What follows belongs to an exercise in optimizing a design on an open flow for small area; a production flow would make more cautious choices. In this exercise RTL edits were held to simulation tests only and were not proved equivalent to the original.

==> job 2705: inputs <==
// modbus_responder
module modbus_responder (
    input  wire       clk,
    input  wire       rst,         
    input  wire [7:0] dev_addr,    
    input  wire       rx_valid,
    input  wire [7:0] rx_data,
    input  wire       rx_last,
    output wire       rx_ready,
    output wire       tx_valid,
    output wire [7:0] tx_data,
    output wire       tx_last,
    input  wire       tx_ready
);
export LEC_CHECK = 0
export ABC_AREA = 1
export CAP_MARGIN = 20
export CORE_MARGIN = 2
export CORE_UTILIZATION = 72
export PLACE_DENSITY = 0.82
export SLEW_MARGIN = 20
create_clock -name core_clock -period 10.0 [get_ports {clk}]
standard.sh (not shown) runs the stock make flow with config.mk's settings and CLKGATE_MAP_FILE= SYNTH_SCRIPT=/design/flow/synth_recipe.tcl, a recipe that flattens the netlist after the stock synthesis.
==> flow/flow/run.sh <==
#!/bin/bash
# Own flow: the standard synthesis, then its combinational logic is mapped
# again for area (registers, their names and cell types are left as they
# are), then the standard layout steps on that netlist, with larger CTS
# sink clusters.
set -euo pipefail
HERE=$PWD
R=$HERE/orfs/results/sky130hd/modbus_responder/base
LIB=$FLOW_HOME/platforms/sky130hd/lib/sky130_fd_sc_hd__tt_025C_1v80.lib
YOSYS=${YOSYS_EXE:-yosys}
command -v "$YOSYS" > /dev/null || YOSYS=$FLOW_HOME/../tools/install/yosys/bin/yosys

# 1. standard synthesis
bash standard.sh synth > 1_standard_synth.log 2>&1
cp $R/1_2_yosys.v $HERE/1_2_yosys_standard.v

# 2. combinational cell models from the library (sequential cells stay black boxes)
"$YOSYS" -p "read_liberty -ignore_miss_func $LIB; write_verilog -noattr $HERE/cell_models.v" > 2_models.log 2>&1
awk '/^module /{buf=""; seq=0} {buf=buf $0 "\n"} /always/{seq=1} /^endmodule/{if(!seq) printf "%s", buf; buf=""}' \
    $HERE/cell_models.v > $HERE/comb_models.v

# 3. map the combinational logic again with an area-oriented ABC script
#    (deep AIG synthesis for at most 300 s, then area mapping)
DU=$(sed -n '/DONT_USE_CELLS/,/^#/p' $FLOW_HOME/platforms/sky130hd/config.mk | grep -o "sky130_fd_sc_hd__[a-z0-9_]*" | sed 's/^/-dont_use /' | tr '\n' ' ')
printf 'strash\n&get -n\n&deepsyn -T 300 -S 7\n&put\ndch\nmap -a\nstrash\ndch\namap\ntopo\n' > $HERE/abc_area_map.script
"$YOSYS" -p "read_liberty -lib $LIB; read_verilog -overwrite $HERE/comb_models.v; read_verilog $HERE/1_2_yosys_standard.v; \
  hierarchy -top modbus_responder; flatten; techmap; opt -purge; \
  abc -script $HERE/abc_area_map.script -liberty $LIB $DU; opt_clean -purge; \
  read_liberty -lib -ignore_redef $LIB; hierarchy -top modbus_responder; \
  hilomap -singleton -hicell sky130_fd_sc_hd__conb_1 HI -locell sky130_fd_sc_hd__conb_1 LO; \
  insbuf -buf sky130_fd_sc_hd__buf_4 A X; check -assert -mapped; \
  stat -liberty $LIB; write_verilog -noattr -nohex -nodec $HERE/1_2_yosys_area.v" > 3_resynth.log 2>&1
cp $HERE/1_2_yosys_area.v $R/1_2_yosys.v
rm -f $R/1_synth.odb

# 4. the standard layout on the new netlist; CTS with larger sink clusters
#    (about 28 flip-flops per leaf buffer) and no dummy loads
#    Ports get the smallest buffer cell.
export BUFFER_PORTS_ARGS="-buffer_cell sky130_fd_sc_hd__buf_1"
export CTS_ARGS="-sink_clustering_enable -repair_clock_nets -sink_clustering_size 28 -sink_clustering_max_diameter 130 -dont_use_dummy_load"
bash standard.sh > 4_standard_layout.log 2>&1
==> job 5487: changes against job 2705 <==
==> flow/run.sh (new file) <==
#!/bin/bash
# synth_recipe.tcl (not shown) runs the flow's synth.tcl, then flattens the netlist and writes it again
# the make line also repeats each setting of config.mk as NAME=value (left out here)
make -C /OpenROAD-flow-scripts/flow DESIGN_CONFIG=/design/flow/config.mk WORK_HOME=/design/flow/orfs CLKGATE_MAP_FILE= SYNTH_SCRIPT=/design/flow/synth_recipe.tcl finish
CTS_CLUSTER_SIZE = 25   (was not set)
removed: flow/flow/run.sh
removed: flow/standard.sh
==> notes <==
Against job 5487, the register-to-register slack of job 2705 is worse by 1.8 ns.
Against job 5487, the via count of job 2705 is smaller by 14%.
Between job 5487 and job 2705, the lower area after synthesis is in job 2705 (gap about 9%, measured against job 2705).
Against job 5487, the synthesized cell count of job 2705 is lower by 21%.
Against job 5487, the sequential share of layout area of job 2705 is higher by 11 points.
In sequential cell count, job 2705 and job 5487 do not differ.
Worst setup slack: job 2705 is worse than job 5487 (1.5 ns).
Against job 2705, the worst hold slack of job 5487 is worse by 0.0068 ns.
In job 2705 the first-iteration DRC count is smaller than in job 5487, by about 13%.
In non-clock buffer count, job 2705 and job 5487 do not differ.

what the ideal ports hide:
The flow's constraints put no driver on any port. The routed layouts listed below were extracted and timed again, unchanged, in two steps.
Step 1: set_driving_cell puts a clkbuf_16 on clk and a buf_2 on each other input, an assumption about the parent block.
Step 2 moves the port delays by t, midway between the first and last clock arrival at a register: inputs arrive t later, outputs are due t later. That takes back most of the time a late clock gives input paths.
a / b / c = ideal / step 1 / step 2; a / b = the first two.
run	shift t [ns]	setup WS [ns]	hold WS [ns]
job 2705	0.565	2.608 / 2.608 / 2.608	0.315 / 0.315 / 0.315
job 5487	0.587	4.096 / 4.046 / 4.401	0.308 / 0.308 / 0.308
After both steps every run listed still meets setup and hold.
